Source: an optimization exercise on an open RTL-to-GDS flow (aim: small area, a short achievable clock period and few clock cycles per item). Production flows keep margins and buffers that such runs may drop.
Only simulation tests tie the RTL to the original design; equivalence was not proved.
No activity file was given, so power comes from the tool's default toggle rates.

v11:
Design bp91_codec, start of the top module:
module bp91_codec (
    input  wire        clk,
    input  wire        rst,
    input  wire        cmd_valid,
    output wire        cmd_ready,
    input  wire [1:0]  cmd_op,
    input  wire [11:0] cmd_len,
    input  wire        in_valid,
    output wire        in_ready,
    input  wire [7:0]  in_data,
    output wire        out_valid,
    input  wire        out_ready,
    output wire [7:0]  out_data,
    output reg         done,
    output reg  [7:0]  err_code,
    output reg  [11:0] err_info
);
export LEC_CHECK = 0
export CAP_MARGIN = 20
export CORE_MARGIN = 2
export CORE_UTILIZATION = 25
export CTS_BUF_LIST = sky130_fd_sc_hd__clkbuf_8
export CTS_CLUSTER_SIZE = 30
export PLACE_DENSITY = 0.45
export SLEW_MARGIN = 20
create_clock -name core_clock -period 12.0 [get_ports {clk}]
standard.sh (not shown) runs the stock make flow with config.mk's settings and CLKGATE_MAP_FILE= SYNTH_SCRIPT=/design/flow/synth_recipe.tcl, a recipe that flattens the netlist after the stock synthesis.
==> flow/flow/run.sh <==
#!/bin/bash
set -euo pipefail
export SETUP_SLACK_MARGIN=7.5
bash standard.sh > flow_standard.log 2>&1
v11: flow completed, timing, DRC and antenna clean
Testbench counts of v11, summed over its fixed seeds: cycles 39,789, items 35,196.
What v14 does differently from v11 at the input level:
- CTS_CLUSTER_SIZE: 30 -> unset
- CTS_BUF_LIST: sky130_fd_sc_hd__clkbuf_8 -> unset
==> flow/run.sh (new file) <==
#!/bin/bash
# synth_recipe.tcl (not shown) runs the flow's synth.tcl, then flattens the netlist and writes it again
# the make line also repeats each setting of config.mk as NAME=value (left out here)
make -C /OpenROAD-flow-scripts/flow DESIGN_CONFIG=/design/flow/config.mk WORK_HOME=/design/flow/orfs CLKGATE_MAP_FILE= SYNTH_SCRIPT=/design/flow/synth_recipe.tcl finish
removed: flow/flow/run.sh
removed: flow/standard.sh
[summary]
v14 finished every stage and its layout cleared the timing, DRC and antenna checks.
Going from v11 to v14, switching share of power decreased by 0.75 points relative to the old numbers; placed instance area neither gained nor lost much; fraction of power consumed by the clock network shows an increase of 0.4 points; synthesized cell count barely changed.
Number of buffers created by CTS (v11 / v14): 1.6
v14 -> v11: area after synthesis delta 0, exact match
Going from v11 to v14, routed wire length per instance went down by about 0.34%; weighted congestion at the end of routability-driven global placement shows a reduction of 0.014.
Setup changes, v14 to v9
- ABC_AREA newly set to 1
==> flow/flow/run.sh (new file) <==
#!/bin/bash
set -euo pipefail
export SETUP_SLACK_MARGIN=7.5
bash standard.sh > flow_standard.log 2>&1
==> flow/standard.sh (new file) <==
#!/bin/bash
# synth_recipe.tcl (not shown) runs the flow's synth.tcl, then flattens the netlist and writes it again
# the make line also repeats each setting of config.mk as NAME=value (left out here)
make -C /OpenROAD-flow-scripts/flow DESIGN_CONFIG=/design/flow/config.mk WORK_HOME=/design/flow/orfs CLKGATE_MAP_FILE= SYNTH_SCRIPT=/design/flow/synth_recipe.tcl "${@:-finish}"
removed: flow/run.sh
==> comparison <==
Via count of the first global-routing pass: higher on v9
Diff v14 -> v9: power shows a reduction of about 0.4%, wire length shows a reduction of 5.7%, minimum setup slack after placement shows an increase of 0.12 ns, maximum frequency shows an increase of 42 MHz.
The critical path depth in v9 sits 8 below the value recorded for v14.
Number of buffers other than clock buffers in the final layout came out lower on v9 than on v14.
Comparing v14 with v9, the final-layout clock-cell area share came out essentially unchanged.
Area of the multi-input gates (v9 over v14): increase, 5.1%
Sort v9 and v14 by final period demand of the worst path, ascending, and v9 comes first.
Cmp v9 vs v14: number of placement rows higher in v9
Inputs modified between v9 and v8:
- ABC_AREA no longer set, was 1
Notes after the runs:
- Compared with v9, in v8 highest ir drop seen on vdd increased by 39% relative to the old numbers, number of cells traversed by the worst hold path has remained practically unchanged, wire length per cell after detailed routing picked up an extra 38%.
- The dominant combinational cell family by area after synthesis comes out XOR/XNOR gates in one run and simple AND/OR/NAND/NOR gates in the other, namely in v8 and v9 respectively.
- Height of the chip delta for v8 relative to v9: 3.6% lower
- On final critical path time including I/O delays and setup, v8 does worse than v9.
- Going from v9 to v8, mux share of post-synthesis cell area increased by 2.1 points relative to the old numbers; number of fill cells decreased by 2402 relative to the old numbers.
Inputs modified between v8 and v48:
==> flow/flow/run.sh <==
#!/bin/bash
set -euo pipefail
export SETUP_SLACK_MARGIN=8.5
bash standard.sh > flow_standard.log 2>&1
==> comparison <==
- Relative to v8, the part of the cycle the worst path needs of v48 is lower by 2.7 points.
- Taking v8 as the reference point, the share of the final layout cell area in multi-input gates of v48 falls by 0.52 points.
- Synthesized area came out exactly the same in v48 and v8.

port drivers added, routing unchanged:
The results above use ideal ports. As a check the final layouts listed here were re-extracted and re-timed, cells and wires unchanged. Step 1, drivers: a clkbuf_16 drives clk and a buf_2 each remaining input, both assumed. Step 2 times the ports against the registers' clock, not the clock port: input delays grow and output delays shrink by t, the midpoint of the rising clock arrivals with the driver on. Slacks: no drivers / after step 1 / after step 2; pairs: no drivers / after step 1.
run | shift t [ns] | setup WS [ns] | worst setup path at the end
v11 | 0.989 | 7.512 / 7.512 / 7.159 | input to register
v14 | 0.820 | 6.670 / 6.670 / 6.670 | register to register
v9 | 0.829 | 7.650 / 7.566 / 7.107 | input to register
v8 | 0.823 | 7.497 / 7.497 / 7.170 | input to register
v48 | 0.833 | 7.823 / 7.823 / 7.780 | input to register
After both steps every run listed still meets setup and hold. For v9, which loses most, drivers alone change the setup slack by -0.084 ns; drivers and shift together by -0.543 ns.
